This design comes from an exercise in tuning for small area, a short achievable clock period and few clock cycles per item on the open sky130 flow, not from production work. At most, simulation tests tie the RTL to the original design; equivalence was not proved. No functional check of the RTL was part of runs 5 to 7. No activity file was given, so power comes from the tool's default toggle rates.

==> design.v <==
module ams_frame_encoder (
    input  wire        clk,
    input  wire        rst,
    input  wire        in_valid,
    output wire        in_ready,
    input  wire        in_clear,
    input  wire        in_stream,      
    input  wire [15:0] in_year,
    input  wire [7:0]  in_month,
    input  wire [7:0]  in_day,
    input  wire [7:0]  in_wday,
    input  wire [7:0]  in_hour,
    input  wire [7:0]  in_minute,
    input  wire [7:0]  in_second,
    input  wire [31:0] in_p,
    input  wire [31:0] in_po,
    input  wire [31:0] in_q,
    input  wire [31:0] in_qo,
    input  wire [31:0] in_i1,
    input  wire [31:0] in_i2,
    input  wire [31:0] in_i3,
    input  wire [15:0] in_u1,
    input  wire [15:0] in_u2,
    input  wire [15:0] in_u3,
    input  wire [31:0] in_tpi,
    input  wire [31:0] in_tpo,
    input  wire [31:0] in_tqi,
    input  wire [31:0] in_tqo,
    output wire        out_valid,
    input  wire        out_ready,
    output wire [7:0]  out_data,
    output wire        out_last
);
    reg        v0, v1;
    reg [15:0] l0_y;
    reg [7:0]  l0_mo, l0_d, l0_w, l0_h, l0_mi;
    reg [7:0]  l0_sr;
    reg [15:0] l1_y;
    reg [7:0]  l1_mo, l1_d, l1_w, l1_h;
    reg  [4:0] l0_q;
    reg  [7:0] l0_s;
    reg  [8:0] l0_s9;
    always @(posedge clk) begin
        l0_q  <= l0_sr / 8'd10;
        l0_s  <= {3'd0, l0_q} * 8'd10;
        l0_s9 <= {4'd0, l0_q} * 9'd10 + 9'd9;
    end
    wire e0_y  = in_year == l0_y;
    wire e1_y  = in_year == l1_y;
    wire e0_md = {in_month, in_day} == {l0_mo, l0_d};
    wire e1_md = {in_month, in_day} == {l1_mo, l1_d};
    wire e0_wh = {in_wday, in_hour} == {l0_w, l0_h};
    wire e1_wh = {in_wday, in_hour} == {l1_w, l1_h};
    wire e0_ms = v0 && (in_minute == l0_mi) && (in_second >= l0_s) && ({1'b0, in_second} <= l0_s9);
    wire [3:0] n_pt = in_stream ? {e1_y, e1_md, e1_wh, v1}
                                : {e0_y, e0_md, e0_wh, e0_ms};
    reg       in_rdy;
    reg       ld_rdy;          
    reg       act;             
    reg       c_str, c_clr;
    reg [3:0] c_pt;
    reg       p_v;             
    reg       p_str, p_clr;
    reg [3:0] p_pt;
    wire c_dup = &c_pt;
    wire c_sgl = c_clr | c_dup;        
    wire c_sup = !c_clr & c_dup;       
    wire p_sgl = p_clr | (&p_pt);
    assign in_ready = in_rdy;
    wire accept = in_valid && in_rdy;
    wire push = act && (!out_v || out_ready);
    reg  [8:0] pos;
    wire [4:0] blk  = pos[8:4];
    wire [3:0] off  = pos[3:0];
    wire       pre  = (pos < 9'd96);
    wire       tr   = c_str ? (blk == 5'd22) : (blk == 5'd16);
    wire       mid  = c_str && (blk == 5'd16 || blk == 5'd17);
    wire       ent  = !pre && !tr && !mid;
    wire       u16  = (blk == 5'd13) || (blk == 5'd14) || (blk == 5'd15);
    wire       rd   = ent && off[3] && (off[2:0] != 3'd0);      
    wire       jump = (pre && pos[6:0] == 7'd92)
                   || (ent && (u16 ? off == 4'd10 : off == 4'd12))
                   || (mid && (pos[4:0] == 5'd9 || pos[4:0] == 5'd27));
    wire       p_dt = pre && (pos[6:2] == 5'd5 || pos[6:2] == 5'd6) &&
                      !(c_str && pos[6:1] == 6'd13);             
    wire       m_dt = mid && (pos[4:2] == 3'd4 || pos[4:1] == 4'd10);   
    wire       dt_w1 = mid ? pos[2] : ~pos[2];      
    wire       is_dt = p_dt || m_dt;
    wire [7:0] pre_c, mid_c;
    assign pre_c =
          ({8{pos[6:0] == 7'd1 &&  c_str}} & 8'h01) |
          ({8{pos[6:0] == 7'd2 && !c_str}} & 8'hD9) |
          ({8{pos[6:0] == 7'd2 &&  c_str}} & 8'h23) |
          ({8{pos[6:0] == 7'd3}} & 8'h7E) |
          ({8{pos[6:0] == 7'd4 && !c_str}} & 8'hA0) |
          ({8{pos[6:0] == 7'd4 &&  c_str}} & 8'hA1) |
          ({8{pos[6:0] == 7'd5 && !c_str}} & 8'hD7) |
          ({8{pos[6:0] == 7'd5 &&  c_str}} & 8'h21) |
          ({8{pos[6:0] == 7'd6}} & 8'h2B) |
          ({8{pos[6:0] == 7'd7}} & 8'h21) |
          ({8{pos[6:0] == 7'd8}} & 8'h13) |
          ({8{pos[6:0] == 7'd9 && !c_str}} & 8'h86) |
          ({8{pos[6:0] == 7'd9 &&  c_str}} & 8'h73) |
          ({8{pos[6:0] == 7'd10 && !c_str}} & 8'hB8) |
          ({8{pos[6:0] == 7'd10 &&  c_str}} & 8'h8F) |
          ({8{pos[6:0] == 7'd11}} & 8'hE6) |
          ({8{pos[6:0] == 7'd12}} & 8'hE7) |
          ({8{pos[6:0] == 7'd14}} & 8'h0F) |
          ({8{pos[6:0] == 7'd19}} & 8'h0C) |
          ({8{pos[6:0] == 7'd27 &&  c_str}} & 8'h37) |
          ({8{pos[6:0] == 7'd28}} & 8'hFF) |
          ({8{pos[6:0] == 7'd29}} & 8'h80) |
          ({8{pos[6:0] == 7'd32}} & 8'h02) |
          ({8{pos[6:0] == 7'd33 && !c_str}} & 8'h19) |
          ({8{pos[6:0] == 7'd33 &&  c_str}} & 8'h23) |
          ({8{pos[6:0] == 7'd34}} & 8'h0A) |
          ({8{pos[6:0] == 7'd35}} & 8'h0A) |
          ({8{pos[6:0] == 7'd36}} & 8'h54) |
          ({8{pos[6:0] == 7'd37}} & 8'h45) |
          ({8{pos[6:0] == 7'd38}} & 8'h53) |
          ({8{pos[6:0] == 7'd39}} & 8'h54) |
          ({8{pos[6:0] == 7'd40}} & 8'h5F) |
          ({8{pos[6:0] == 7'd41}} & 8'h56) |
          ({8{pos[6:0] == 7'd42}} & 8'h30) |
          ({8{pos[6:0] == 7'd43}} & 8'h30) |
          ({8{pos[6:0] == 7'd44}} & 8'h30) |
          ({8{pos[6:0] == 7'd45}} & 8'h31) |
          ({8{pos[6:0] == 7'd46}} & 8'h09) |
          ({8{pos[6:0] == 7'd47}} & 8'h06) |
          ({8{pos[6:0] == 7'd48}} & 8'h01) |
          ({8{pos[6:0] == 7'd49}} & 8'h01) |
          ({8{pos[6:0] == 7'd52}} & 8'h05) |
          ({8{pos[6:0] == 7'd53}} & 8'hFF) |
          ({8{pos[6:0] == 7'd54}} & 8'h0A) |
          ({8{pos[6:0] == 7'd55}} & 8'h10) |
          ({8{pos[6:0] == 7'd56}} & 8'h31) |
          ({8{pos[6:0] == 7'd57}} & 8'h32) |
          ({8{pos[6:0] == 7'd58}} & 8'h33) |
          ({8{pos[6:0] == 7'd59}} & 8'h34) |
          ({8{pos[6:0] == 7'd60}} & 8'h35) |
          ({8{pos[6:0] == 7'd61}} & 8'h36) |
          ({8{pos[6:0] == 7'd62}} & 8'h37) |
          ({8{pos[6:0] == 7'd63}} & 8'h38) |
          ({8{pos[6:0] == 7'd64}} & 8'h39) |
          ({8{pos[6:0] == 7'd65}} & 8'h30) |
          ({8{pos[6:0] == 7'd66}} & 8'h31) |
          ({8{pos[6:0] == 7'd67}} & 8'h32) |
          ({8{pos[6:0] == 7'd68}} & 8'h33) |
          ({8{pos[6:0] == 7'd69}} & 8'h34) |
          ({8{pos[6:0] == 7'd70}} & 8'h35) |
          ({8{pos[6:0] == 7'd71}} & 8'h36) |
          ({8{pos[6:0] == 7'd72}} & 8'h09) |
          ({8{pos[6:0] == 7'd73}} & 8'h06) |
          ({8{pos[6:0] == 7'd74}} & 8'h01) |
          ({8{pos[6:0] == 7'd75}} & 8'h01) |
          ({8{pos[6:0] == 7'd76}} & 8'h60) |
          ({8{pos[6:0] == 7'd77}} & 8'h01) |
          ({8{pos[6:0] == 7'd78}} & 8'h01) |
          ({8{pos[6:0] == 7'd79}} & 8'hFF) |
          ({8{pos[6:0] == 7'd80}} & 8'h0A) |
          ({8{pos[6:0] == 7'd81}} & 8'h0B) |
          ({8{pos[6:0] == 7'd82}} & 8'h54) |
          ({8{pos[6:0] == 7'd83}} & 8'h45) |
          ({8{pos[6:0] == 7'd84}} & 8'h53) |
          ({8{pos[6:0] == 7'd85}} & 8'h54) |
          ({8{pos[6:0] == 7'd86}} & 8'h4D) |
          ({8{pos[6:0] == 7'd87}} & 8'h45) |
          ({8{pos[6:0] == 7'd88}} & 8'h54) |
          ({8{pos[6:0] == 7'd89}} & 8'h45) |
          ({8{pos[6:0] == 7'd90}} & 8'h52) |
          ({8{pos[6:0] == 7'd91}} & 8'h30) |
          ({8{pos[6:0] == 7'd92}} & 8'h31) |
          8'h00;
    assign mid_c =
          ({8{pos[4:0] == 5'd0}} & 8'h09) |
          ({8{pos[4:0] == 5'd1}} & 8'h06) |
          ({8{pos[4:0] == 5'd3}} & 8'h01) |
          ({8{pos[4:0] == 5'd4}} & 8'h01) |
          ({8{pos[4:0] == 5'd7}} & 8'hFF) |
          ({8{pos[4:0] == 5'd8}} & 8'h09) |
          ({8{pos[4:0] == 5'd9}} & 8'h0C) |
          ({8{pos[4:0] == 5'd23}} & 8'h37) |
          ({8{pos[4:0] == 5'd24}} & 8'hFF) |
          ({8{pos[4:0] == 5'd25}} & 8'h80) |
          8'h00;
    wire [7:0] xc = ({8{blk == 5'd6  || blk == 5'd18}} & 8'h01)
                  | ({8{blk == 5'd7  || blk == 5'd19}} & 8'h02)
                  | ({8{blk == 5'd8  || blk == 5'd20}} & 8'h03)
                  | ({8{blk == 5'd9  || blk == 5'd21}} & 8'h04)
                  | ({8{blk == 5'd10}} & 8'h1F)
                  | ({8{blk == 5'd11}} & 8'h33)
                  | ({8{blk == 5'd12}} & 8'h47)
                  | ({8{blk == 5'd13}} & 8'h20)
                  | ({8{blk == 5'd14}} & 8'h34)
                  | ({8{blk == 5'd15}} & 8'h48);
    reg [399:0] ch;
    reg [31:0]  rw;
    integer     wi;
    always @* begin
        rw = 32'd0;
        for (wi = 0; wi < 7; wi = wi + 1)
            rw = rw | ({32{blk == 6 + wi}} & ch[399 - 32*wi -: 32]);
        rw = rw | ({32{blk == 5'd13}} & {ch[175:160], 16'd0});
        rw = rw | ({32{blk == 5'd14}} & {ch[159:144], 16'd0});
        rw = rw | ({32{blk == 5'd15}} & {ch[143:128], 16'd0});
        for (wi = 0; wi < 4; wi = wi + 1)
            rw = rw | ({32{blk == 18 + wi}} & ch[127 - 32*wi -: 32]);
        rw = rw | ({32{is_dt & ~dt_w1 & ~c_str}} & {l0_y, l0_mo, l0_d});
        rw = rw | ({32{is_dt &  dt_w1 & ~c_str}} & {l0_w, l0_h, l0_mi, l0_s});
        rw = rw | ({32{is_dt & ~dt_w1 &  c_str}} & {l1_y, l1_mo, l1_d});
        rw = rw | ({32{is_dt &  dt_w1 &  c_str}} & {l1_w, l1_h, 16'd0});
    end
    wire [1:0] bsel = is_dt ? off[1:0] : off[1:0] - 2'd1;
    wire [7:0] head = (bsel == 2'd0) ? rw[31:24] :
                      (bsel == 2'd1) ? rw[23:16] :
                      (bsel == 2'd2) ? rw[15:8]  : rw[7:0];
    wire [7:0] ent_b = ({8{off == 4'd0}} & 8'h09)
                     | ({8{off == 4'd1}} & 8'h06)
                     | ({8{off == 4'd2 || off == 4'd3}} & 8'h01)
                     | ({8{off == 4'd4}} & xc)
                     | ({8{off == 4'd5}} & (pos[8] ? 8'h08 : 8'h07))
                     | ({8{off == 4'd7}} & 8'hFF)
                     | ({8{off == 4'd8}} & (u16 ? 8'h12 : 8'h06))
                     | ({8{off[3] && off[2:0] != 3'd0}} & head);
    reg [15:0] crc;
    reg        crc_pend;
    wire [15:0] crc_upd;
    wire [15:0] crc_f = crc_pend ? crc_upd : crc;
    wire [7:0] byte_o = ({8{pre}} & pre_c)
                      | ({8{mid}} & mid_c)
                      | ({8{ent}} & ent_b)
                      | ({8{is_dt}} & head)
                      | ({8{tr & ~off[1] & ~off[0]}} & ~crc_f[7:0])
                      | ({8{tr & ~off[1] &  off[0]}} & ~crc[15:8])
                      | ({8{tr & off[1]}} & 8'h7E)
                      | {7'd0, (pos == 9'd0) & c_sup};
    wire cur_last = c_sgl || (tr && off[1]);
    wire a_done   = push && cur_last;
    wire start_c  = accept && (!act || a_done);    
    function [15:0] crc16_byte;
        input [15:0] c_in;
        input [7:0]  d;
        integer k;
        reg [15:0] c;
        begin
            c = c_in ^ {8'h00, d};
            for (k = 0; k < 8; k = k + 1) begin
                if (c[0]) c = (c >> 1) ^ 16'h8408;
                else      c = c >> 1;
            end
            crc16_byte = c;
        end
    endfunction
    reg       out_v, out_l;
    reg [7:0] out_d;
    assign out_valid = out_v;
    assign out_data  = out_d;
    assign out_last  = out_l;
    reg [7:0] crc_d;           
    assign crc_upd = crc16_byte(crc, crc_d);
    always @(posedge clk) begin
        if (rst)
            out_v <= 1'b0;
        else if (!out_v || out_ready)
            out_v <= act;
        if (push) begin
            out_d <= byte_o;
            out_l <= cur_last;
            crc_d <= byte_o;
        end
    end
    always @(posedge clk) begin
        if (rst) begin
            act    <= 1'b0;
            p_v    <= 1'b0;
            in_rdy <= 1'b1;
            ld_rdy <= 1'b1;
            v0     <= 1'b0;
            v1     <= 1'b0;
        end else begin
            if (start_c) begin
                act   <= 1'b1;
                c_str <= in_stream;
                c_clr <= in_clear;
                c_pt  <= n_pt;
            end else if (a_done) begin
                act   <= p_v;
                c_str <= p_str;
                c_clr <= p_clr;
                c_pt  <= p_pt;
            end
            if (accept && !start_c) begin
                p_v   <= 1'b1;
                p_str <= in_stream;
                p_clr <= in_clear;
                p_pt  <= n_pt;
            end else if (a_done) begin
                p_v <= 1'b0;
            end
            in_rdy <= !accept && (a_done ? (!p_v || p_sgl)
                                         : (!p_v && (!act || c_sgl || tr)));
            ld_rdy <= !accept && (!p_v || p_sgl) && (a_done || !act || c_sgl || tr);
            if (accept) begin
                if (in_clear) begin
                    v0 <= 1'b0;
                    v1 <= 1'b0;
                end else if (in_stream)
                    v1 <= 1'b1;
                else
                    v0 <= 1'b1;
            end
        end
    end
    always @(posedge clk) begin
        if (!act || a_done)
            pos <= 9'd0;
        else if (push)
            pos <= jump ? {blk + 5'd1, 4'd0} : pos + 9'd1;
    end
    always @(posedge clk) begin
        if (accept && !in_clear) begin
            if (in_stream) begin
                l1_y <= in_year; l1_mo <= in_month; l1_d <= in_day;
                l1_w <= in_wday; l1_h <= in_hour;
            end else begin
                l0_y <= in_year; l0_mo <= in_month; l0_d <= in_day;
                l0_w <= in_wday; l0_h <= in_hour; l0_mi <= in_minute;
                l0_sr <= in_second;
            end
        end
    end
    always @(posedge clk) begin
        if (ld_rdy)
            ch <= {in_p, in_po, in_q, in_qo, in_i1, in_i2, in_i3,
                   in_u1, in_u2, in_u3, in_tpi, in_tpo, in_tqi, in_tqo};
        crc_pend <= push && (pos[8:2] != 7'd0) && !tr;
        if (!act || a_done)
            crc <= 16'hFFFF;
        else if (crc_pend)
            crc <= crc_upd;
    end
endmodule
==> flow/run.sh <==
#!/bin/bash
set -euo pipefail
export BUFFER_PORTS_ARGS="-buffer_cell sky130_fd_sc_hd__buf_1"
export SETUP_SLACK_MARGIN=6.3
bash standard.sh finish > standard_flow.log 2>&1
==> standard.sh <==
#!/bin/bash
# synth_recipe.tcl (not shown) runs the flow's synth.tcl, then flattens the netlist and writes it again
# the make line also repeats each setting of config.mk as NAME=value (left out here)
make -C /OpenROAD-flow-scripts/flow DESIGN_CONFIG=/design/flow/config.mk WORK_HOME=/design/flow/orfs CLKGATE_MAP_FILE= SYNTH_SCRIPT=/design/flow/synth_recipe.tcl "${@:-finish}"
==> config.mk <==
export PLATFORM = sky130hd
export DESIGN_NAME = ams_frame_encoder
export DESIGN_NICKNAME = ams_frame_encoder
export VERILOG_FILES = /design/flow/design.v
export SDC_FILE = /design/flow/constraint.sdc
export NUM_CORES = 4
export LEC_CHECK = 0
export CAP_MARGIN = 20
export CORE_MARGIN = 2
export CORE_UTILIZATION = 40
export CTS_CLUSTER_DIAMETER = 80
export CTS_CLUSTER_SIZE = 20
export SLEW_MARGIN = 20
==> constraint.sdc <==
create_clock -name core_clock -period 10.0 [get_ports {clk}]
set_input_delay 2.0000 -clock core_clock [delete_from_list [all_inputs] [get_ports {clk}]]
set_output_delay 2.0000 -clock core_clock [all_outputs]
set_load 0.01 [all_outputs]
==> results of run 1 <==
[layout by cell type (no fill, tap or decap), types with 23 or more instances in the layout]
master,n
nor2_1,66
buf_4,36
dfxtp_1,44
nand2_1,139
inv_1,35
clkbuf_16,39
o21ai_0,76
a22oi_1,89
xor2_1,48
mux2i_1,60
a21oi_1,80
a22o_1,38
nand3_1,32
o22ai_1,23
ha_1,28
edfxtp_1,532
xnor2_1,41
buf_1,479
a221oi_1,46
nand4_1,53
[cell type report]
type / count / area share
Sequential cell: 583 / 0.573
Clock buffer: 42 / 0.0333
Inverter: 38 / 0.00502
Antenna cell: 7 / 0.000590
Timing Repair Buffer: 524 / 0.0742
Tap cell: 846 / 0.0357
Clock inverter: 14 / 0.00578
Multi-Input combinational cell: 1120 / 0.272
[metrics by stage]
| stage | total power, µW | setup slack (ns) | instance area [µm²] | utilization | hold WS (ns) |
|---|---|---|---|---|---|
| after floorplan | 3160 | 5.61 | 25600 | - | 0.337 |
| after global placement | 3330 | 5.47 | 28300 | 0.448 | 0.351 |
| after detailed placement | 3350 | 5.40 | 28300 | 0.448 | 0.357 |
| after CTS | 4930 | 6.28 | 29500 | 0.468 | 0.367 |
| after global routing | 5070 | 6.20 | 29700 | 0.470 | 0.379 |
| final | 4910 | 6.31 | 29700 | 0.470 | 0.362 |
[layer usage]
metal	global-route usage	wire (µm)	vias up
met5	0	214	-
met4	0.104	3720	32
li1	-	-	8251
met2	0.440	43500	955
met3	0.0592	7850	185
met1	0.368	37600	9303
[how the worst max path moves through the flow]
| stage | end | slack (ns) | depth (start not counted) |
|---|---|---|---|
| final | out_d[4] | 6.31 | 11 |
| after global routing | out_d[4] | 6.20 | 11 |
| after CTS | out_d[4] | 6.28 | 11 |
| after detailed placement | l0_mo[6] | 5.40 | 4 |
| after global placement | l0_mo[0] | 5.47 | 4 |
| after floorplan | l0_d[0] | 5.61 | 4 |
[power breakdown]
part / switching, µW / leakage, µW / internal, µW
Sequential: 84.9 / 0.00573 / 2870
Clock: 878 / 0.000565 / 740
Combinational: 215 / 0.00360 / 123
Total: 1180 / 0.00989 / 3740
[state kept, by name (all words and copies together) (netlist names), 5 cells and up]
name	flops
ch	400
crc	16
l0_d	8
l0_h	8
l0_mi	8
l0_mo	8
l0_q	5
l0_s	7
l0_s9	6
l0_sr	7
l0_w	8
l0_y	16
l1_d	8
l1_h	8
l1_mo	8
l1_w	8
l1_y	16
out_d	8
pos	9
[kinds of logic (layout without fill, tap and decap cells)]
| family | Yosys count | after routing | synth area share |
|---|---|---|---|
| flops | 583 | 583 | 0.665 |
| simple gates | 406 | 406 | 0.0818 |
| other cells | 0 | 7 | 0 |
| xor+xnor | 91 | 91 | 0.0315 |
| fa+ha+maj | 32 | 32 | 0.0160 |
| compound gates | 515 | 515 | 0.147 |
| buf+inv | 155 | 618 | 0.0279 |
| mux | 76 | 76 | 0.0305 |
[critical path, stage by stage (launching register included)]
cell	delay [ns]
dfxtp_4	0.46
inv_1	0.16
ha_1	0.22
buf_4	0.23
nor4bb_4	0.22
buf_8	0.22
a222oi_1	0.68
a21boi_2	0.26
nand4_1	0.19
a221o_1	0.37
a311oi_1	0.26
o21ai_1	0.11
[what timing repair did]
item | in CTS | in global routing
pin swaps | 3 | 2
hold buffers | 0 | 0
gates resized for setup | 24 | 20
setup endpoints to repair | 78 | 32
buffers inserted | 3 | 4
==> results.json, run 1 <==
{
  "regToRegSetupSlack_ns": 6.31,
  "max_freq_ghz": 0.271,
  "hold_end": "l0_s[2]",
  "antenna_found_initial": 26,
  "io_buffers": 480,
  "hp-start": "l0_q[1]",
  "gp_congestion": 0.986,
  "slew_viol_final": 0,
  "numCtsBuffers": 39,
  "fill_cells": 5774,
  "r2r_start": "pos[4]",
  "placementRows": 92,
  "dieArea_mm2": 0.0659,
  "synth_seq_area_share": 0.665,
  "post-dp-hpwl_um": 68500,
  "syn-cell-area_mm2": 0.0255,
  "fin_crit_ns": 3.69,
  "cts_tree": "built",
  "grt_overflow": 0,
  "grt_pass1_wl_um": 132000,
  "seqCellArea_mm2": 0.0170,
  "wl_per_cell_um": 29.3,
  "power.leakage_uw": 0.00989,
  "drt-initial-drc-count": 2136,
  "ys_warn_count": 1,
  "tightestPinTransition_ns": 1.07,
  "h-tree-depth": 2,
  "cap_violations": 0,
  "synthTopCellsByCount": "edfxtp_1 (532), nand2_1 (139), a22oi_1 (89), a21oi_1 (81), o21ai_0 (76)",
  "worstPathArrival_ns": 4.02,
  "synth-seq-cells": 583,
  "synth_top_area_share": 0.625,
  "synth-edff-count": 532,
  "cts.clk_slew.worst_paths_ns": 0.09,
  "r2r-end": "out_d[4]",
  "clk_latency_ns": 0.61,
  "drc": 0,
  "grt_max_degree": 230,
  "yosysTopAreaCell": "edfxtp_1",
  "routed_wl_um": 92900,
  "grt_pass1_vias": 18400,
  "reg2reg_depth": 11,
  "status": "finished clean",
  "relSlewSlack": 0.286,
  "ant_nets": 0,
  "synth.avg_cell_area_um2": 13.8,
  "fp.coreArea_mm2": 0.0631,
  "finalHoldViolations": 0,
  "synth_area_leaders": "edfxtp_1 (63%), dfxtp_1 (4.0%), a22oi_1 (2.6%)",
  "synth_flop_cell": "edfxtp_1",
  "synth_async_sr_flop_share": 0,
  "tns_ns": 0,
  "vias": 18700,
  "crit_required_ns": 10.33,
  "cts_buffer_depth": 3,
  "crit_path_max_fanout": 25,
  "finClkSkew_ns": 0.0282,
  "end_kind": "register",
  "drive_gt1_frac": 0.0776,
  "die_h_um": 257,
  "firstDrtPassIters": 6,
  "synthMostInstantiatedCell": "edfxtp_1",
  "initial_core_util": 0.405,
  "viasPerCell": 5.90,
  "stdcell_count": 3174,
  "grt_use_total": 0.275,
  "synthCells": 1858,
  "crit_path_start": "pos[4]",
  "timing.final.crit_share": 0.369,
  "ios": 481,
  "cts-root-buf": "clkbuf_16",
  "multi_input_area_mm2": 0.00807,
  "setup_violations": 0,
  "synth_cell_types": 94,
  "die_w_um": 257,
  "clock-sinks": 583,
  "ir_worst_vdd_v": 0.000151,
  "power_density_mw_per_mm2": 166,
  "min_path_type": "reg2reg",
  "rsz0062_at_grt": "yes",
  "syn2layout_area_growth_pct": 16.1,
  "cp-start-kind": "register",
  "crit_type": "reg2reg",
  "holdPathStages": 0,
  "nNetsFinal": 2808,
  "synth_nets": 2360,
  "dp_cells": 3103
}
Testbench counts, summed over its fixed seeds: cycles 73,138, items 512.
==> run 2, diff against run 1 <==
==> flow/run.sh (replaced) <==
#!/bin/bash
set -euo pipefail
export BUFFER_PORTS_ARGS="-buffer_cell sky130_fd_sc_hd__buf_1"
export SETUP_SLACK_MARGIN=6.8
bash standard.sh finish > standard_flow.log 2>&1
==> results.json, run 2 <==
{
  "status": "finished clean",
  "cts.clk_slew.worst_paths_ns": 0.09,
  "cts_buffer_depth": 3,
  "synth_top_area_share": 0.625,
  "synthTopCellsByCount": "edfxtp_1 (532), nand2_1 (139), a22oi_1 (89), a21oi_1 (81), o21ai_0 (76)",
  "ys_warn_count": 1,
  "hold_end": "l0_s[2]",
  "synth_cell_types": 94,
  "wl_per_cell_um": 29.6,
  "timing.final.crit_share": 0.327,
  "gp_congestion": 0.933,
  "r2r-end": "out_d[4]",
  "timing.hold.ws_ns": 0.362,
  "synth_nets": 2360,
  "synth.avg_cell_area_um2": 13.8,
  "die_w_um": 257,
  "synth_async_sr_flop_share": 0,
  "min_path_type": "reg2reg",
  "power.leakage_uw": 0.0105,
  "tightestPinTransition_ns": 1.22,
  "grt_overflow": 0,
  "fin_total_pwr_uw": 5000,
  "slew_viol_final": 0,
  "final_common_cell": "edfxtp_1",
  "drc": 0,
  "reg2reg_depth": 10,
  "synthMostInstantiatedCell": "edfxtp_1",
  "grt_max_degree": 182,
  "numCtsBuffers": 39,
  "finalHoldViolations": 0,
  "cap_violations": 0,
  "viasPerCell": 5.88,
  "rsz0062_at_grt": "yes",
  "synth-edff-count": 532,
  "synth_flop_cell": "edfxtp_1",
  "cts-root-buf": "clkbuf_16",
  "nNetsFinal": 2879,
  "die_h_um": 257,
  "vias": 19100,
  "ir_worst_vdd_v": 0.000129,
  "worstPathArrival_ns": 1.27,
  "post-dp-hpwl_um": 68900,
  "syn2layout_area_growth_pct": 21.4,
  "tns_ns": 0,
  "clock-sinks": 583,
  "fp.coreArea_mm2": 0.0631,
  "crit_slowest_cell": "edfxtp_1",
  "cp_cell_sequence": "clkbuf_2",
  "grt_pass1_wl_um": 133000,
  "ios": 481,
  "grt_use_total": 0.280,
  "cp_top_family": "flip-flops",
  "power_density_mw_per_mm2": 161,
  "yosysTopAreaCell": "edfxtp_1",
  "regMostFlops": "ch",
  "r2r_start": "pos[6]",
  "cts_tree": "built",
  "syn-cell-area_mm2": 0.0255,
  "h-tree-depth": 2,
  "initial_core_util": 0.405,
  "clk_latency_ns": 0.62,
  "io_buffers": 480,
  "crit_path_max_fanout": 2,
  "crit_buf_inv": 1,
  "synth_area_leaders": "edfxtp_1 (63%), dfxtp_1 (4.0%), a22oi_1 (2.6%)",
  "placementRows": 92,
  "routed_wl_um": 96000,
  "largest_register_ffs": 400,
  "dp_cells": 3102,
  "hp-start": "l0_q[1]",
  "crit_required_ns": 8.00,
  "crit_type": "reg2out",
  "max_freq_ghz": 0.306,
  "end_kind": "output pin",
  "holdPathStages": 0,
  "antenna_found_initial": 20,
  "dieArea_mm2": 0.0659,
  "fin_crit_ns": 3.27,
  "drive_gt1_frac": 0.136,
  "setup_violations": 0,
  "cp-start-kind": "register",
  "synthCells": 1858,
  "stdcell_count": 3248,
  "grt_pass1_vias": 18900,
  "final_cell_mix": "edfxtp_1 (532), buf_1 (470), nand2_1 (138)",
  "setup_ws_ns": 6.73,
  "ant_nets": 0,
  "drt-initial-drc-count": 2123,
  "relSlewSlack": 0.188,
  "firstDrtPassIters": 8,
  "synth_seq_area_share": 0.665,
  "dp_slack_ns": 5.36,
  "synth-seq-cells": 583,
  "regToRegSetupSlack_ns": 6.75,
  "finClkSkew_ns": 0.0428,
  "critPathMaxStageDelay_ns": 0.49
}
[run 2: changes by cell type in the layout (fill, tap and decap cells not counted), sizes merged, moves of 2 or more]
cell and delta:
clkinv -2, clkbuf +13, bufinv +2, buf +55, clkinvlp +5, diode +2
inv -3
[run 2: cell families after synthesis]
| logic type | synth area share |
|---|---|
| DFF | 0.665 |
| AOI/OAI and AO/OA | 0.147 |
| and+or+nand+nor | 0.0818 |
| buffers and inverters | 0.0279 |
| xor gates and xnor gates | 0.0315 |
| muxes | 0.0305 |
| adders and majority gates | 0.0160 |
[run 2: area by class of cell]
type / instances / area [µm²]
Antenna cell: 9 / 22.5
Timing Repair inverter: 1 / 5.00
Clock buffer: 42 / 987
Inverter: 38 / 163
Multi-Input combinational cell: 1121 / 8510
Tap cell: 846 / 1060
Timing Repair Buffer: 593 / 3040
Sequential cell: 583 / 17000
Clock inverter: 15 / 219
Fill cell: 5743 / 32100
[run 2: worst max path at each step]
stage / endpoint / startpoint / slack, ns / depth (start not counted)
2_1_floorplan: l0_d[0] / in_stream / 5.61 / 4
3_3_place_gp: c_pt[2] / in_stream / 5.34 / 8
3_5_place_dp: c_pt[2] / in_stream / 5.36 / 8
4_1_cts: out_d[4] / pos[5] / 6.47 / 9
5_1_grt: out_d[4] / pos[6] / 6.66 / 10
6_report: out_data[1] / out_d[1] / 6.73 / 1
[run 2: routing by layer]
metal,GRT usage,part of all wire,vias up,routed length (µm)
met5,0,0.0011,-,110
met4,0.0859,0.029,16,2780
met3,0.0544,0.088,124,8440
met2,0.458,0.48,969,46300
met1,0.377,0.40,9585,38400
li1,-,-,8411,-
[run 2: where the power goes]
group	switching (µW)	total, µW	internal (µW)	leakage [µW]
logic	239	379	139	0.00418
registers	80.9	2950	2870	0.00573
clock network	878	1670	791	0.000583
[run 2: timing repair]
action	4_1_cts	5_1_grt
gates cloned	4	6
setup endpoints to repair	180	87
resized for setup	85	85
pin swaps	22	43
hold buffers	0	0
buffers inserted	27	42
endpoints found under the hold margin	0	0
[run 2: metrics by stage]
| step | instance area (µm²) | utilization |
|---|---|---|
| after floorplan | 25700 | - |
| after global placement | 28300 | 0.449 |
| after detailed placement | 28300 | 0.449 |
| after CTS | 30200 | 0.478 |
| after global routing | 31000 | 0.492 |
| final | 31000 | 0.492 |
==> run 3, diff against run 2 <==
--- a/config.mk
+++ b/config.mk
@@ -7,7 +7,7 @@
 export LEC_CHECK = 0
 export CAP_MARGIN = 20
 export CORE_MARGIN = 2
-export CORE_UTILIZATION = 40
+export CORE_UTILIZATION = 47
 export CTS_CLUSTER_DIAMETER = 80
 export CTS_CLUSTER_SIZE = 20
 export SLEW_MARGIN = 20
==> results.json, run 3 <==
{
  "die_w_um": 237,
  "dp_slack_ns": 5.38,
  "tightestPinTransition_ns": 1.03,
  "worstPathArrival_ns": 1.25,
  "final_common_cell": "edfxtp_1",
  "synth_cell_types": 94,
  "crit_required_ns": 8.00,
  "firstDrtPassIters": 6,
  "dieArea_mm2": 0.0562,
  "viasPerCell": 6.20,
  "status": "finished clean",
  "initial_core_util": 0.475,
  "power_density_mw_per_mm2": 159,
  "ir_worst_vdd_v": 0.000173,
  "setup_violations": 0,
  "rsz0062_at_grt": "yes",
  "cts.clk_slew.worst_paths_ns": 0.08,
  "crit_slowest_cell": "edfxtp_1",
  "critPathMaxStageDelay_ns": 0.49,
  "h-tree-depth": 2,
  "slew_viol_final": 0,
  "grt_use_total": 0.329,
  "synth_seq_area_share": 0.665,
  "synth.avg_cell_area_um2": 13.8,
  "io_buffers": 480,
  "tns_ns": 0,
  "synth_area_leaders": "edfxtp_1 (63%), dfxtp_1 (4.0%), a22oi_1 (2.6%)",
  "ys_warn_count": 1,
  "cap_violations": 0,
  "synthMostInstantiatedCell": "edfxtp_1",
  "synthTopCellsByCount": "edfxtp_1 (532), nand2_1 (139), a22oi_1 (89), a21oi_1 (81), o21ai_0 (76)",
  "stdcell_count": 3109,
  "fp.coreArea_mm2": 0.0538,
  "final_cell_mix": "edfxtp_1 (532), buf_1 (473), nand2_1 (136)",
  "gp_congestion": 0.947,
  "cp-start-kind": "register",
  "die_h_um": 237,
  "synth_async_sr_flop_share": 0,
  "crit_path_max_fanout": 2,
  "dp_cells": 2957,
  "grt_pass1_wl_um": 132000,
  "synth_top_area_share": 0.625,
  "crit_type": "reg2out",
  "final_area_mm2": 0.0310,
  "cts_tree": "built",
  "nNetsFinal": 2884,
  "syn2layout_area_growth_pct": 21.1,
  "end_kind": "output pin",
  "synth_nets": 2360,
  "fin_crit_ns": 3.25,
  "timing.final.crit_share": 0.325,
  "grt_pass1_vias": 18800,
  "fill_cells": 4469,
  "placed_cell_area_mm2": 0.0282,
  "drt-initial-drc-count": 2163,
  "clk_latency_ns": 0.60,
  "setup_ws_ns": 6.75,
  "vias": 19300,
  "largest_register_ffs": 400,
  "cts_buffer_depth": 3,
  "ant_nets": 0,
  "finalHoldViolations": 0,
  "finClkSkew_ns": 0.0357,
  "ios": 481,
  "power.leakage_uw": 0.0105,
  "min_path_type": "reg2reg",
  "routed_wl_um": 95200,
  "crit_buf_inv": 1,
  "synthCells": 1858,
  "syn-cell-area_mm2": 0.0255,
  "fin_total_pwr_uw": 4910,
  "cts_hold_buffers": 0,
  "placementRows": 85,
  "clock-sinks": 583,
  "synth-edff-count": 532,
  "regMostFlops": "ch",
  "antenna_found_initial": 26,
  "numCtsBuffers": 39,
  "post-dp-hpwl_um": 66800,
  "drc": 0,
  "cp_top_family": "flip-flops",
  "grt_max_degree": 165,
  "cts-root-buf": "clkbuf_16",
  "cp_cell_sequence": "clkbuf_2",
  "wl_per_cell_um": 30.6,
  "yosysTopAreaCell": "edfxtp_1",
  "synth_flop_cell": "edfxtp_1",
  "max_freq_ghz": 0.307,
  "drive_gt1_frac": 0.138,
  "relSlewSlack": 0.312,
  "grt_overflow": 0,
  "synth-seq-cells": 583
}
run 3: cell counts after synthesis:
Identical to the previous run, type by type.
run 3: per-stage QoR:
step	utilization	hold slack, ns
3_3_place_gp	0.523	0.358
3_5_place_dp	0.523	0.350
4_1_cts	0.562	0.355
5_1_grt	0.575	0.352
6_report	0.575	0.359
2_1_floorplan	-	0.337
run 3: power breakdown:
| group | total, µW | internal [µW] | switching [µW] |
|---|---|---|---|
| Combinational | 370 | 136 | 233 |
| Clock | 1590 | 733 | 858 |
| Sequential | 2950 | 2870 | 78.0 |
run 3: path summary, 6_finish.rpt:
path	slack (ns)	endpoint	depth (start not counted)	from
setup / recovery	6.75	out_data[6]	1	out_d[6]
hold / removal	0.36	l0_s[1]	0	l0_q[0]
setup reg to reg	6.75	out_d[0]	12	pos[4]
hold reg to reg	0.36	l0_s[1]	0	l0_q[0]
run 3: repair_timing:
action,in CTS,in global routing
setup endpoints to repair,166,29
pin swaps,27,43
resized for setup,115,74
gates cloned,4,6
setup buffers,44,26
run 3: cell type report:
cell class                 instances  area, µm²  area share
tap                              696        871      0.0281
clock buffer                      41        983      0.0318
inverter                          38        158     0.00509
timing repair buffer             599       3160       0.102
sequential                       583      17000       0.550
antenna                           17       42.5     0.00137
clock inverter                    14        156     0.00505
multi-input combinational       1121       8550       0.276
run 3: cells by family (layout without fill, tap and decap cells):
kind of cell               after synthesis  count (layout)  synth area share
AOI/OAI and AO/OA                      515             515             0.147
xor gates and xnor gates                91              92            0.0315
adders and majority gates               32              32            0.0160
buffers and inverters                  155             692            0.0279
DFF                                    583             583             0.665
muxes                                   76              76            0.0305
other                                    0              17                 0
and+or+nand+nor                        406             406            0.0818
run 3: layer usage:
metal / global-route usage / share of wire / up-vias / wire [µm]
met3: 0.0662 / 0.084 / 188 / 7970
li1: - / - / 8426 / -
met2: 0.539 / 0.49 / 1004 / 46400
met1: 0.428 / 0.39 / 9639 / 36800
met4: 0.141 / 0.040 / 22 / 3830
met5: 0 / 0.0016 / - / 152
==> run 4, diff against run 3 <==
--- a/config.mk
+++ b/config.mk
@@ -7,7 +7,7 @@
 export LEC_CHECK = 0
 export CAP_MARGIN = 20
 export CORE_MARGIN = 2
-export CORE_UTILIZATION = 47
-export CTS_CLUSTER_DIAMETER = 80
-export CTS_CLUSTER_SIZE = 20
+export CORE_UTILIZATION = 40
+export CTS_CLUSTER_DIAMETER = 90
+export CTS_CLUSTER_SIZE = 24
 export SLEW_MARGIN = 20
==> results.json, run 4 <==
{
  "tightestPinTransition_ns": 1.14,
  "crit_type": "reg2reg",
  "io_buffers": 480,
  "final_cell_mix": "edfxtp_1 (532), buf_1 (472), nand2_1 (137)",
  "comb_power_share": 0.079,
  "grt_use_total": 0.280,
  "syn-cell-area_mm2": 0.0255,
  "status": "finished clean",
  "finClkSkew_ns": 0.0300,
  "final_common_cell": "edfxtp_1",
  "stdcell_count": 3235,
  "synthTopCellsByCount": "edfxtp_1 (532), nand2_1 (139), a22oi_1 (89), a21oi_1 (81), o21ai_0 (76)",
  "die_w_um": 257,
  "final_area_mm2": 0.0307,
  "fill_cells": 5772,
  "ios": 481,
  "fin_crit_ns": 3.32,
  "internal_power_uw": 3690,
  "switching_share": 0.241,
  "vias": 19100,
  "cp-start-kind": "register",
  "synth_top_area_share": 0.625,
  "h-tree-depth": 2,
  "clock_power_share": 0.314,
  "slew_viol_final": 0,
  "crit_path_max_fanout": 9,
  "seqPwrFrac": 0.607,
  "rsz0062_at_grt": "yes",
  "cts_tree": "built",
  "cts_hold_buffers": 0,
  "nNetsFinal": 2863,
  "p_switching_uw": 1170,
  "synth_cell_types": 94,
  "synth_nets": 2360,
  "synthCells": 1858,
  "max_freq_ghz": 0.301,
  "critPathMaxStageDelay_ns": 0.39,
  "routed_wl_um": 95500,
  "antenna_found_initial": 21,
  "grt_overflow": 0,
  "relSlewSlack": 0.241,
  "yosysTopAreaCell": "edfxtp_1",
  "drt-initial-drc-count": 2227,
  "dieArea_mm2": 0.0659,
  "cts_buffer_depth": 3,
  "cts-root-buf": "clkbuf_16",
  "syn2layout_area_growth_pct": 20.2,
  "cap_violations": 0,
  "clock-sinks": 583,
  "ys_warn_count": 1,
  "cp_cell_sequence": "clkinvlp_4 -> ha_4 -> buf_12 -> buf_4 -> nand2_1 -> o22ai_1 -> a21oi_1 -> nand4_1 -> a211oi_1 -> o211ai_1 -> a41o_1",
  "multi_input_area_mm2": 0.00845,
  "ant_nets": 0,
  "ir_worst_vdd_v": 0.000156,
  "placementRows": 92,
  "synth_async_sr_flop_share": 0,
  "tns_ns": 0,
  "synth-seq-cells": 583,
  "regMostFlops": "ch",
  "utilization": 0.487,
  "min_path_type": "reg2reg",
  "grt_max_degree": 182,
  "cp_top_family": "compound AO/OA/AOI/OAI gates",
  "synth_seq_area_share": 0.665,
  "drc": 0,
  "numCtsBuffers": 34,
  "grt_pass1_wl_um": 133000,
  "timing.final.crit_share": 0.332,
  "initial_core_util": 0.405,
  "die_h_um": 257,
  "crit_required_ns": 10.33,
  "synth-edff-count": 532,
  "finalHoldViolations": 0,
  "grt_pass1_vias": 19000,
  "gp_congestion": 0.933,
  "end_kind": "register",
  "firstDrtPassIters": 6,
  "placed_cell_area_mm2": 0.0283,
  "crit_slowest_cell": "dfxtp_4",
  "fp.coreArea_mm2": 0.0631,
  "drive_gt1_frac": 0.127,
  "largest_register_ffs": 400,
  "cts.clk_slew.worst_paths_ns": 0.09,
  "synth.avg_cell_area_um2": 13.8,
  "power.leakage_uw": 0.0103,
  "worstPathArrival_ns": 3.65,
  "viasPerCell": 5.89,
  "dp_cells": 3102,
  "setup_violations": 0,
  "seqCellArea_mm2": 0.0170,
  "crit_buf_inv": 3,
  "synthMostInstantiatedCell": "edfxtp_1",
  "power_density_mw_per_mm2": 158,
  "clk_latency_ns": 0.59,
  "post-dp-hpwl_um": 68900,
  "wl_per_cell_um": 29.5,
  "synth_area_leaders": "edfxtp_1 (63%), dfxtp_1 (4.0%), a22oi_1 (2.6%)",
  "synth_flop_cell": "edfxtp_1"
}
## run 4: cell types whose count changed in the layout (fill, tap and decap cells not counted), moves of 4 or more
cell       before  now
clkbuf_1        2    6
buf_12         12    6
a221oi_1       29   36
a221oi_2       21   15
buf_4          77   72
clkbuf_16      44   37
diode_2        17   11
## run 4: final timing paths
kind,start,end,slack [ns],depth (start not counted)
worst max-delay path,pos[4],out_d[2],6.68,11
worst min-delay path,l0_q[1],l0_s[2],0.36,0
worst max register to register,pos[4],out_d[2],6.68,11
worst min register to register,l0_q[1],l0_s[2],0.36,0
## run 4: power by group through the flow
stage / combinational, µW / sequential, µW / clock (µW)
detailed placement: 335 / 3020 / 0
global placement: 328 / 3010 / 0
global route: 416 / 2970 / 1630
floorplan: 150 / 3020 / 0
finish: 382 / 2950 / 1530
CTS: 356 / 2960 / 1550
## run 4: area by class of cell
cell class | instances | area share
Clock inverter | 11 | 0.00546
Multi-Input combinational cell | 1121 | 0.275
Timing Repair Buffer | 582 | 0.0948
Tap cell | 846 | 0.0345
Inverter | 38 | 0.00526
Clock buffer | 42 | 0.0293
Sequential cell | 583 | 0.554
Timing Repair inverter | 1 | 0.000163
Antenna cell | 11 | 0.000896
## run 4: stage by stage
stage / hold WS [ns] / setup slack, ns / total power (µW)
after floorplan: 0.337 / 5.61 / 3170
after global placement: 0.348 / 5.34 / 3340
after detailed placement: 0.353 / 5.36 / 3350
after CTS: 0.366 / 6.73 / 4870
after global routing: 0.376 / 6.64 / 5010
final: 0.363 / 6.68 / 4860
## run 4: repair_timing
item                                    4_1_cts  5_1_grt
endpoints found under the setup margin      178       40
pin swaps                                    23       36
cloned                                        6        3
gates resized for setup                     101       54
buffers inserted                             39       20
## run 4: routing by layer
| metal | part of all wire | wire length (µm) | track usage |
|---|---|---|---|
| met1 | 0.40 | 38200 | 0.371 |
| met2 | 0.47 | 45300 | 0.452 |
| met3 | 0.089 | 8470 | 0.0657 |
| met4 | 0.035 | 3340 | 0.102 |
| met5 | 0.0012 | 111 | 0 |
## run 4: logic make-up (layout without fill, tap and decap cells)
| kind of cell | after synthesis | in the layout | share of synthesized area |
|---|---|---|---|
| flops | 583 | 583 | 0.665 |
| compound gates | 515 | 516 | 0.147 |
| simple gates | 406 | 406 | 0.0818 |
| buf+inv | 155 | 674 | 0.0279 |
| xor+xnor | 91 | 91 | 0.0315 |
| mux | 76 | 76 | 0.0305 |
| fa+ha+maj | 32 | 32 | 0.0160 |
| other cells | 0 | 11 | 0 |
==> run 5, diff against run 4 <==
--- a/design.v
+++ b/design.v
@@ -235,6 +235,7 @@
                       | ({8{tr & off[1]}} & 8'h7E)
                       | {7'd0, (pos == 9'd0) & c_sup};
     wire cur_last = c_sgl || (tr && off[1]);
+    wire cov      = (pos[8:2] != 7'd0) && !tr;     
     wire a_done   = push && cur_last;
     wire start_c  = accept && (!act || a_done);    
     function [15:0] crc16_byte;
@@ -266,8 +267,9 @@
         if (push) begin
             out_d <= byte_o;
             out_l <= cur_last;
-            crc_d <= byte_o;
         end
+        if (push && cov)
+            crc_d <= byte_o;
     end
     always @(posedge clk) begin
         if (rst) begin
@@ -333,7 +335,7 @@
         if (ld_rdy)
             ch <= {in_p, in_po, in_q, in_qo, in_i1, in_i2, in_i3,
                    in_u1, in_u2, in_u3, in_tpi, in_tpo, in_tqi, in_tqo};
-        crc_pend <= push && (pos[8:2] != 7'd0) && !tr;
+        crc_pend <= push && cov;
         if (!act || a_done)
             crc <= 16'hFFFF;
         else if (crc_pend)
==> flow/run.sh (replaced) <==
#!/bin/bash
set -euo pipefail
export BUFFER_PORTS_ARGS="-buffer_cell sky130_fd_sc_hd__buf_1"
export SETUP_SLACK_MARGIN=7
bash standard.sh finish > standard_flow.log 2>&1
--- a/config.mk
+++ b/config.mk
@@ -8,6 +8,4 @@
 export CAP_MARGIN = 20
 export CORE_MARGIN = 2
 export CORE_UTILIZATION = 40
-export CTS_CLUSTER_DIAMETER = 90
-export CTS_CLUSTER_SIZE = 24
 export SLEW_MARGIN = 20
==> results.json, run 5 <==
{
  "synth_top_family_by_area": "compound AO/OA/AOI/OAI gates",
  "min_path_type": "reg2reg",
  "placementRows": 92,
  "timing.final.crit_share": 0.330,
  "crit_buf_inv": 3,
  "nNetsFinal": 2977,
  "synth_top_area_share": 0.631,
  "regMostFlops": "ch",
  "final_area_mm2": 0.0343,
  "numCtsBuffers": 66,
  "synthMuxAreaShare": 0.0420,
  "wl_per_cell_um": 31.6,
  "worstPathArrival_ns": 3.63,
  "synth_flop_cell": "edfxtp_1",
  "synthTopCellsByCount": "edfxtp_1 (540), nand2_1 (120), mux2i_1 (91), clkbuf_1 (83), o21ai_0 (74)",
  "drive_gt1_frac": 0.219,
  "slew_viol_final": 0,
  "drt-initial-drc-count": 2490,
  "vias": 20300,
  "ant_nets": 0,
  "syn-cell-area_mm2": 0.0257,
  "status": "finished clean",
  "cts_hold_buffers": 0,
  "regToRegSetupSlack_ns": 6.70,
  "dieArea_mm2": 0.0663,
  "synthCells": 1826,
  "ys_warn_count": 1,
  "tightestPinTransition_ns": 1.03,
  "cts.clk_slew.worst_paths_ns": 0.06,
  "fin_crit_ns": 3.30,
  "grt_max_degree": 167,
  "crit_required_ns": 10.32,
  "utilization": 0.541,
  "fp.coreArea_mm2": 0.0633,
  "cp_cell_sequence": "clkinvlp_4 -> ha_4 -> or4b_4 -> a21o_4 -> a2bb2oi_4 -> buf_12 -> xnor2_4 -> buf_6 -> a2111oi_4 -> a22oi_1 -> o21ai_1 -> o2111ai_2",
  "synth_xor_area_frac": 0.0331,
  "yosysTopAreaCell": "edfxtp_1",
  "timing.hold.ws_ns": 0.357,
  "setup_violations": 0,
  "rsz0062_at_grt": "yes",
  "cts_tree": "built",
  "synthSimpleGateAreaFrac": 0.0743,
  "synth-edff-count": 540,
  "placed_cell_area_mm2": 0.0285,
  "final_common_cell": "edfxtp_1",
  "synth_cell_types": 84,
  "synth_nets": 2328,
  "synth_area_leaders": "edfxtp_1 (63%), dfxtp_1 (4.0%), mux2i_1 (3.5%)",
  "largest_register_ffs": 400,
  "post-dp-hpwl_um": 71400,
  "grt_use_total": 0.313,
  "ir_worst_vdd_v": 0.000168,
  "relSlewSlack": 0.303,
  "cp_top_family": "compound AO/OA/AOI/OAI gates",
  "finalHoldViolations": 0,
  "crit_slowest_cell": "or4b_4",
  "max_freq_ghz": 0.303,
  "die_h_um": 257,
  "finClkSkew_ns": 0.0352,
  "synth_compound_area_frac": 0.140,
  "synth-seq-cells": 591,
  "synthMostInstantiatedCell": "edfxtp_1",
  "gp_congestion": 0.914,
  "syn2layout_area_growth_pct": 33.3,
  "cts_buffer_depth": 3,
  "drc": 0,
  "synth_seq_area_share": 0.671,
  "grt_overflow": 0,
  "crit_path_max_fanout": 4,
  "h-tree-depth": 3,
  "die_w_um": 257,
  "routed_wl_um": 107000,
  "cap_violations": 0,
  "clock-sinks": 591,
  "power_density_mw_per_mm2": 171,
  "power.leakage_uw": 0.0119,
  "clk_latency_ns": 0.63,
  "ios": 481,
  "cp-start-kind": "register",
  "antenna_found_initial": 21,
  "tns_ns": 0,
  "grt_pass1_wl_um": 148000,
  "firstDrtPassIters": 6,
  "viasPerCell": 5.99,
  "synth.avg_cell_area_um2": 14.1,
  "end_kind": "register",
  "critPathMaxStageDelay_ns": 0.48,
  "io_buffers": 480,
  "final_cell_mix": "edfxtp_1 (540), buf_1 (461), buf_4 (123)",
  "grt_pass1_vias": 20400,
  "synth_async_sr_flop_share": 0,
  "initial_core_util": 0.406,
  "cts-root-buf": "clkbuf_16",
  "crit_type": "reg2reg",
  "synth_fa_ha_area_frac": 0.0159
}
## run 5: layout make-up
type | instances | area (µm²)
Sequential cell | 591 | 17300
Multi-Input combinational cell | 1085 | 9190
Inverter | 39 | 175
Antenna cell | 13 | 32.5
Fill cell | 5290 | 29000
Tap cell | 846 | 1060
Clock buffer | 83 | 1780
Clock inverter | 34 | 409
Timing Repair Buffer | 692 | 4350
## run 5: report_power, final
part	leakage (µW)	switching [µW]	internal [µW]
Clock	0.00105	1040	1430
Combinational	0.00505	255	150
Sequential	0.00582	87.4	2910
## run 5: repair_timing
action,CTS,global route
buffers inserted,130,35
pin swaps,94,57
setup endpoints to repair,443,191
cloned,12,5
gates resized for setup,268,98
## run 5: path summary, 6_finish.rpt
kind / from / endpoint / cells after the start
setup / recovery: pos[5] / out_d[0] / 12
hold / removal: l0_q[1] / l0_s[2] / 0
setup reg to reg: pos[5] / out_d[0] / 12
hold reg to reg: l0_q[1] / l0_s[2] / 0
## run 5: kinds of logic (layout without fill, tap and decap cells)
family / after synthesis / in the layout
other: 0 / 13
AO/OA/AOI/OAI: 478 / 478
XOR/XNOR: 92 / 92
flip-flops: 591 / 591
adder cells (fa/ha/maj): 32 / 32
AND/OR/NAND/NOR: 375 / 377
buffers and inverters: 152 / 848
multiplexers: 106 / 106
## run 5: metal layers
layer,up-vias,GRT usage,part of all wire
met5,-,0,0.00088
met4,14,0.139,0.047
met3,239,0.0749,0.089
met2,1232,0.520,0.49
met1,10100,0.388,0.38
li1,8655,-,-
## run 5: metrics by stage
| step | worst slack [ns] | instances | total power, µW |
|---|---|---|---|
| 5_1_grt | 6.70 | 3380 | 6040 |
| 3_3_place_gp | 5.32 | 3071 | 3380 |
| 4_1_cts | 6.70 | 3330 | 5870 |
| 3_5_place_dp | 5.23 | 3071 | 3390 |
| 6_report | 6.70 | 3383 | 5870 |
| 2_1_floorplan | 5.58 | 1826 | 3200 |
==> run 6, diff against run 5 <==
--- a/design.v
+++ b/design.v
@@ -34,34 +34,25 @@
     reg        v0, v1;
     reg [15:0] l0_y;
     reg [7:0]  l0_mo, l0_d, l0_w, l0_h, l0_mi;
-    reg [7:0]  l0_sr;
+    reg [4:0]  l0_q;
     reg [15:0] l1_y;
     reg [7:0]  l1_mo, l1_d, l1_w, l1_h;
-    reg  [4:0] l0_q;
-    reg  [7:0] l0_s;
-    reg  [8:0] l0_s9;
-    always @(posedge clk) begin
-        l0_q  <= l0_sr / 8'd10;
-        l0_s  <= {3'd0, l0_q} * 8'd10;
-        l0_s9 <= {4'd0, l0_q} * 9'd10 + 9'd9;
-    end
-    wire e0_y  = in_year == l0_y;
-    wire e1_y  = in_year == l1_y;
-    wire e0_md = {in_month, in_day} == {l0_mo, l0_d};
-    wire e1_md = {in_month, in_day} == {l1_mo, l1_d};
-    wire e0_wh = {in_wday, in_hour} == {l0_w, l0_h};
-    wire e1_wh = {in_wday, in_hour} == {l1_w, l1_h};
-    wire e0_ms = v0 && (in_minute == l0_mi) && (in_second >= l0_s) && ({1'b0, in_second} <= l0_s9);
-    wire [3:0] n_pt = in_stream ? {e1_y, e1_md, e1_wh, v1}
-                                : {e0_y, e0_md, e0_wh, e0_ms};
+    wire [4:0] sec_q = in_second / 8'd10;
+    wire [7:0] l0_s = {3'd0, l0_q} * 8'd10;
+    wire e0_a = v0 && ({in_year, in_month, in_day} == {l0_y, l0_mo, l0_d});
+    wire e1_a = v1 && ({in_year, in_month, in_day} == {l1_y, l1_mo, l1_d});
+    wire e0_b = {in_wday, in_hour, in_minute} == {l0_w, l0_h, l0_mi};
+    wire e1_b = {in_wday, in_hour} == {l1_w, l1_h};
+    wire e0_c = sec_q == l0_q;
+    wire [2:0] n_pt = in_stream ? {e1_a, e1_b, 1'b1} : {e0_a, e0_b, e0_c};
     reg       in_rdy;
     reg       ld_rdy;          
     reg       act;             
     reg       c_str, c_clr;
-    reg [3:0] c_pt;
+    reg [2:0] c_pt;
     reg       p_v;             
     reg       p_str, p_clr;
-    reg [3:0] p_pt;
+    reg [2:0] p_pt;
     wire c_dup = &c_pt;
     wire c_sgl = c_clr | c_dup;        
     wire c_sup = !c_clr & c_dup;       
@@ -327,7 +318,7 @@
             end else begin
                 l0_y <= in_year; l0_mo <= in_month; l0_d <= in_day;
                 l0_w <= in_wday; l0_h <= in_hour; l0_mi <= in_minute;
-                l0_sr <= in_second;
+                l0_q <= sec_q;
             end
         end
     end
--- a/config.mk
+++ b/config.mk
@@ -7,5 +7,7 @@
 export LEC_CHECK = 0
 export CAP_MARGIN = 20
 export CORE_MARGIN = 2
-export CORE_UTILIZATION = 40
+export CORE_UTILIZATION = 55
+export CTS_CLUSTER_DIAMETER = 100
+export CTS_CLUSTER_SIZE = 30
 export SLEW_MARGIN = 20
==> results.json, run 6 <==
{
  "routed_wl_um": 94200,
  "synthTopCellsByCount": "edfxtp_1 (536), nand2_1 (124), a22oi_1 (105), a21oi_1 (90), clkbuf_1 (89)",
  "initial_core_util": 0.558,
  "grt_pass1_vias": 18900,
  "ios": 481,
  "grt_overflow": 0,
  "synth-seq-cells": 569,
  "antenna_found_initial": 23,
  "cp_cell_sequence": "buf_12 -> nor2b_4 -> a22o_1 -> a2111oi_4 -> o21a_1 -> o2111ai_2 -> xnor2_1 -> a31o_2 -> mux2_4",
  "ys_warn_count": 1,
  "p_switching_uw": 1010,
  "drc": 0,
  "synth_cell_types": 84,
  "synth_area_leaders": "edfxtp_1 (64%), a22oi_1 (3.1%), dfxtp_1 (2.6%)",
  "power_density_mw_per_mm2": 139,
  "placementRows": 78,
  "synth_seq_area_share": 0.662,
  "io_buffers": 480,
  "finalHoldViolations": 0,
  "status": "finished clean",
  "drive_gt1_frac": 0.196,
  "regMostFlops": "ch",
  "cts_hold_buffers": 0,
  "die_h_um": 219,
  "ir_worst_vdd_v": 0.000210,
  "synthMostInstantiatedCell": "edfxtp_1",
  "cts_buffer_depth": 3,
  "relSlewSlack": 0.335,
  "wl_per_cell_um": 30.6,
  "crit_path_max_fanout": 8,
  "nNetsFinal": 2939,
  "cp-start-kind": "input port",
  "crit_required_ns": 10.35,
  "cts-root-buf": "clkbuf_16",
  "tns_ns": 0,
  "synth_async_sr_flop_share": 0,
  "crit_type": "in2reg",
  "internal_power_uw": 3400,
  "fin_crit_ns": 3.42,
  "post-dp-hpwl_um": 64500,
  "fin_total_pwr_uw": 4410,
  "firstDrtPassIters": 7,
  "worstPathArrival_ns": 3.77,
  "clock_power_share": 0.264,
  "power.leakage_uw": 0.0108,
  "ant_nets": 0,
  "cts.clk_slew.worst_paths_ns": 0.11,
  "synth_top_area_share": 0.636,
  "clk_latency_ns": 0.60,
  "setup_violations": 0,
  "syn-cell-area_mm2": 0.0253,
  "cap_violations": 0,
  "grt_max_degree": 184,
  "viasPerCell": 6.56,
  "dieArea_mm2": 0.0477,
  "clock-sinks": 569,
  "final_cell_mix": "edfxtp_1 (536), buf_1 (442), buf_4 (136)",
  "final_common_cell": "edfxtp_1",
  "timing.final.crit_share": 0.342,
  "slew_viol_final": 0,
  "max_freq_ghz": 0.292,
  "synth_nets": 2361,
  "die_w_um": 219,
  "rsz0062_at_grt": "yes",
  "synth.avg_cell_area_um2": 13.5,
  "grt_pass1_wl_um": 128000,
  "grt_use_total": 0.377,
  "fill_cells": 3246,
  "gp_congestion": 1.02,
  "seqPwrFrac": 0.652,
  "cts_tree": "built",
  "end_kind": "register",
  "final_area_mm2": 0.0317,
  "critPathMaxStageDelay_ns": 0.32,
  "numCtsBuffers": 23,
  "drt-initial-drc-count": 3068,
  "synth_flop_cell": "edfxtp_1",
  "yosysTopAreaCell": "edfxtp_1",
  "switching_share": 0.229,
  "placed_cell_area_mm2": 0.0279,
  "h-tree-depth": 1,
  "finClkSkew_ns": 0.0428,
  "syn2layout_area_growth_pct": 25.2,
  "timing.hold.ws_ns": 0.526,
  "synthCells": 1874,
  "utilization": 0.698,
  "tightestPinTransition_ns": 0.997,
  "comb_power_share": 0.084,
  "fp.coreArea_mm2": 0.0454,
  "vias": 20200,
  "largest_register_ffs": 400,
  "synth-edff-count": 536,
  "min_path_type": "reg2reg",
  "crit_slowest_cell": "a2111oi_4"
}
## run 6: changes by cell type after synthesis, sizes merged, moves of 13 or more
cell / before / now
a21oi: 63 / 90
ha: 31 / 16
a22oi: 55 / 105
o2111ai: 26 / 10
a22o: 42 / 22
xnor2: 45 / 71
dfxtp: 51 / 33
nand3: 37 / 50
and3: 6 / 26
inv: 38 / 21
xor2: 47 / 70
mux2i: 91 / 30
## run 6: logic make-up (layout without fill, tap and decap cells)
group / count (synthesis) / count (layout) / synth area share
AOI/OAI and AO/OA: 532 / 532 / 0.154
DFF: 569 / 569 / 0.662
other: 0 / 13 / 0
buffers and inverters: 147 / 738 / 0.0228
muxes: 40 / 40 / 0.0163
adders and majority gates: 17 / 17 / 0.00870
and+or+nand+nor: 428 / 431 / 0.0873
xor gates and xnor gates: 141 / 141 / 0.0491
## run 6: layout make-up
type                    instances  area, µm²  area share
clock inverters                 2       36.3     0.00114
diodes                         13       32.5     0.00103
inverters                      22        106     0.00336
multi-input cells            1161       9330       0.294
flip-flops and latches        569      16800       0.530
clock buffers                  39        636      0.0201
repair buffers                675       4020       0.127
well taps                     600        751      0.0237
## run 6: critical path, delay by kind of cell
kind                      cells  cell delay [ns]
AOI/OAI and AO/OA             5             1.10
xor gates and xnor gates      1             0.18
buffers and inverters         1             0.11
and+or+nand+nor               1             0.13
muxes                         1             0.25
## run 6: path summary, 6_finish.rpt
path                startpoint       end  slack (ns)  cells after the start
setup reg to reg        pos[4]  crc_d[0]        6.79                     11
hold / removal             p_v    in_rdy        0.53                      1
setup / recovery  in_second[4]   c_pt[0]        6.58                      9
hold reg to reg            p_v    in_rdy        0.53                      1
## run 6: what timing repair did
action                                  CTS  global route
resized for setup                       249           125
endpoints found under the setup margin  185           141
pin swaps                                81            85
buffers inserted                        101            53
gates cloned                              5             7
## run 6: per-layer routing
layer | routed length (µm) | vias up | share of wire | global-route usage
met1 | 33900 | 9791 | 0.36 | 0.492
met3 | 11000 | 280 | 0.12 | 0.0909
met5 | 142 | - | 0.0015 | 0
li1 | - | 8665 | - | -
met2 | 43600 | 1439 | 0.46 | 0.596
met4 | 5540 | 22 | 0.059 | 0.180
## run 6: per-stage QoR
| stage | setup slack, ns | std cells |
|---|---|---|
| after floorplan | 5.94 | 1874 |
| after global placement | 5.42 | 2861 |
| after detailed placement | 5.39 | 2861 |
| after CTS | 6.54 | 3008 |
| after global routing | 6.51 | 3076 |
| final | 6.58 | 3081 |
## run 6: power groups by stage
stage	clock network [µW]	registers, µW	logic [µW]
after floorplan	0	2950	125
after global placement	0	2920	295
after detailed placement	0	2930	300
after CTS	1160	2870	336
after global routing	1230	2890	394
final	1160	2870	370
==> run 7, diff against run 6 <==
--- a/config.mk
+++ b/config.mk
@@ -7,7 +7,5 @@
 export LEC_CHECK = 0
 export CAP_MARGIN = 20
 export CORE_MARGIN = 2
-export CORE_UTILIZATION = 55
-export CTS_CLUSTER_DIAMETER = 100
-export CTS_CLUSTER_SIZE = 30
+export CORE_UTILIZATION = 40
 export SLEW_MARGIN = 20
==> results.json, run 7 <==
{
  "numCtsBuffers": 58,
  "internal_power_uw": 4230,
  "nNetsFinal": 2937,
  "routed_wl_um": 101000,
  "p_switching_uw": 1260,
  "grt_overflow": 0,
  "worstPathArrival_ns": 3.73,
  "finalHoldViolations": 0,
  "switching_share": 0.230,
  "relSlewSlack": 0.303,
  "synth-edff-count": 536,
  "placementRows": 92,
  "crit_required_ns": 10.36,
  "io_buffers": 480,
  "gp_congestion": 0.961,
  "tightestPinTransition_ns": 1.05,
  "h-tree-depth": 2,
  "cap_violations": 0,
  "synth-seq-cells": 569,
  "fin_crit_ns": 3.37,
  "regMostFlops": "ch",
  "yosysTopAreaCell": "edfxtp_1",
  "crit_path_max_fanout": 14,
  "synth_flop_cell": "edfxtp_1",
  "post-dp-hpwl_um": 70300,
  "syn-cell-area_mm2": 0.0253,
  "cts-root-buf": "clkbuf_16",
  "seqPwrFrac": 0.524,
  "synth_nets": 2361,
  "clock-sinks": 569,
  "grt_max_degree": 188,
  "comb_power_share": 0.066,
  "cp-start-kind": "input port",
  "grt_use_total": 0.300,
  "antenna_found_initial": 18,
  "r2r_start": "pos[4]",
  "fp.coreArea_mm2": 0.0629,
  "crit_path_start": "in_second[3]",
  "drive_gt1_frac": 0.196,
  "cts.clk_slew.worst_paths_ns": 0.06,
  "drc": 0,
  "power_density_mw_per_mm2": 166,
  "synth_area_leaders": "edfxtp_1 (64%), a22oi_1 (3.1%), dfxtp_1 (2.6%)",
  "timing.final.crit_share": 0.337,
  "hp-start": "p_v",
  "synth.avg_cell_area_um2": 13.5,
  "viasPerCell": 5.97,
  "tns_ns": 0,
  "dieArea_mm2": 0.0653,
  "synth_async_sr_flop_share": 0,
  "largest_register_ffs": 400,
  "ys_warn_count": 1,
  "cts_tree": "built",
  "crit_type": "in2reg",
  "clk_latency_ns": 0.65,
  "grt_pass1_vias": 19600,
  "slew_viol_final": 0,
  "wl_per_cell_um": 30.3,
  "final_cell_mix": "edfxtp_1 (536), buf_1 (443), nand2_1 (121)",
  "setup_violations": 0,
  "end_kind": "register",
  "ant_nets": 0,
  "rsz0062_at_grt": "yes",
  "die_h_um": 256,
  "synth_cell_types": 84,
  "grt_pass1_wl_um": 141000,
  "final_common_cell": "edfxtp_1",
  "initial_core_util": 0.403,
  "power.leakage_uw": 0.0113,
  "synthMostInstantiatedCell": "edfxtp_1",
  "synthTopCellsByCount": "edfxtp_1 (536), nand2_1 (124), a22oi_1 (105), a21oi_1 (90), clkbuf_1 (89)",
  "ir_worst_vdd_v": 0.000136,
  "status": "finished clean",
  "firstDrtPassIters": 6,
  "finClkSkew_ns": 0.0566,
  "synth_top_area_share": 0.636,
  "cts_buffer_depth": 3,
  "die_w_um": 256,
  "timing.hold.ws_ns": 0.537,
  "drt-initial-drc-count": 2607,
  "clock_power_share": 0.410,
  "min_path_type": "reg2reg",
  "synth_seq_area_share": 0.662,
  "syn2layout_area_growth_pct": 30.9,
  "synthCells": 1874,
  "max_freq_ghz": 0.297,
  "vias": 20000,
  "ios": 481
}
[run 7: critical path, cell delays in order]
cell and delay [ns]:
buf_12 0.13, nor2b_4 0.12, o31ai_2 0.23, a221oi_2 0.09, buf_4 0.15, or3_1 0.32, o2111ai_2 0.12, xnor2_1 0.10
a31o_2 0.21, mux2_4 0.25
[run 7: power groups by stage]
stage | combinational (µW) | sequential [µW] | clock, µW
global route | 388 | 2900 | 2370
global placement | 306 | 2920 | 0
detailed placement | 309 | 2930 | 0
CTS | 349 | 2880 | 2270
floorplan | 125 | 2950 | 0
finish | 361 | 2880 | 2250
[run 7: final timing paths]
path | slack (ns) | endpoint | cells after the start
min reg2reg | 0.54 | in_rdy | 1
min | 0.54 | in_rdy | 1
max reg2reg | 6.77 | crc_d[0] | 9
max | 6.63 | c_pt[0] | 10
[run 7: cell families after synthesis]
| logic type | Yosys count | share of synthesized area |
|---|---|---|
| xor gates and xnor gates | 141 | 0.0491 |
| adders and majority gates | 17 | 0.00870 |
| and+or+nand+nor | 428 | 0.0873 |
| AOI/OAI and AO/OA | 532 | 0.154 |
| muxes | 40 | 0.0163 |
| DFF | 569 | 0.662 |
| buffers and inverters | 147 | 0.0228 |
[run 7: layer usage]
layer  global-route usage  wire, µm  up-vias
li1                     -         -     8698
met1                0.389     38700     9881
met2                0.484     47900     1205
met3               0.0835     10600      226
met4                0.106      4070       22
met5                    0       148        -
[run 7: timing repair]
| item | in CTS | in global routing |
|---|---|---|
| gates cloned | 11 | 3 |
| endpoints found under the hold margin | 0 | 0 |
| endpoints found under the setup margin | 150 | 196 |
| gates resized for setup | 278 | 101 |
| pin swaps | 71 | 61 |
| buffers inserted | 85 | 25 |
| hold buffers | 0 | 0 |
[run 7: cell type report]
type / instances / area [µm²]
fillers: 5431 / 29700
flip-flops and latches: 569 / 16800
multi-input cells: 1159 / 9210
repair buffers: 640 / 3970
clock buffers: 70 / 1510
well taps: 846 / 1060
clock inverters: 40 / 460
inverters: 22 / 109
diodes: 7 / 17.5
[run 7: through the flow]
step	worst slack, ns	power (µW)	instance area (µm²)	instances	util
2_1_floorplan	5.94	3070	25700	1874	-
3_3_place_gp	5.36	3230	28300	3112	0.450
3_5_place_dp	5.34	3240	28300	3112	0.450
4_1_cts	6.59	5500	32400	3318	0.516
5_1_grt	6.55	5650	33100	3351	0.527
6_report	6.63	5500	33100	3353	0.527

[afterwards: timing with drivers on the ports]
The flow's constraints put no driver on any port. The routed layouts listed below were extracted and timed again, unchanged, in two steps. Step 1, drivers: a clkbuf_16 drives clk and a buf_2 each remaining input, both assumed. Step 2, shift: input delay + t, output delay - t, t = (earliest + latest rising clock arrival at the registers) / 2. This alone moves slack from input paths to output paths. a / b / c = ideal / step 1 / step 2; a / b = the first two.
| run | t (ns) | slack for setup (ns) |
|---|---|---|
| run 1 | 0.658 | 6.313 / 6.313 / 5.842 |
| run 2 | 0.669 | 6.734 / 6.668 / 6.206 |
| run 3 | 0.645 | 6.745 / 6.683 / 6.158 |
| run 4 | 0.643 | 6.681 / 6.680 / 6.242 |
| run 5 | 0.679 | 6.695 / 6.673 / 6.141 |
| run 6 | 0.635 | 6.576 / 6.587 / 5.953 |
| run 7 | 0.694 | 6.632 / 6.622 / 5.947 |
After both steps setup and hold are still met in every run listed.
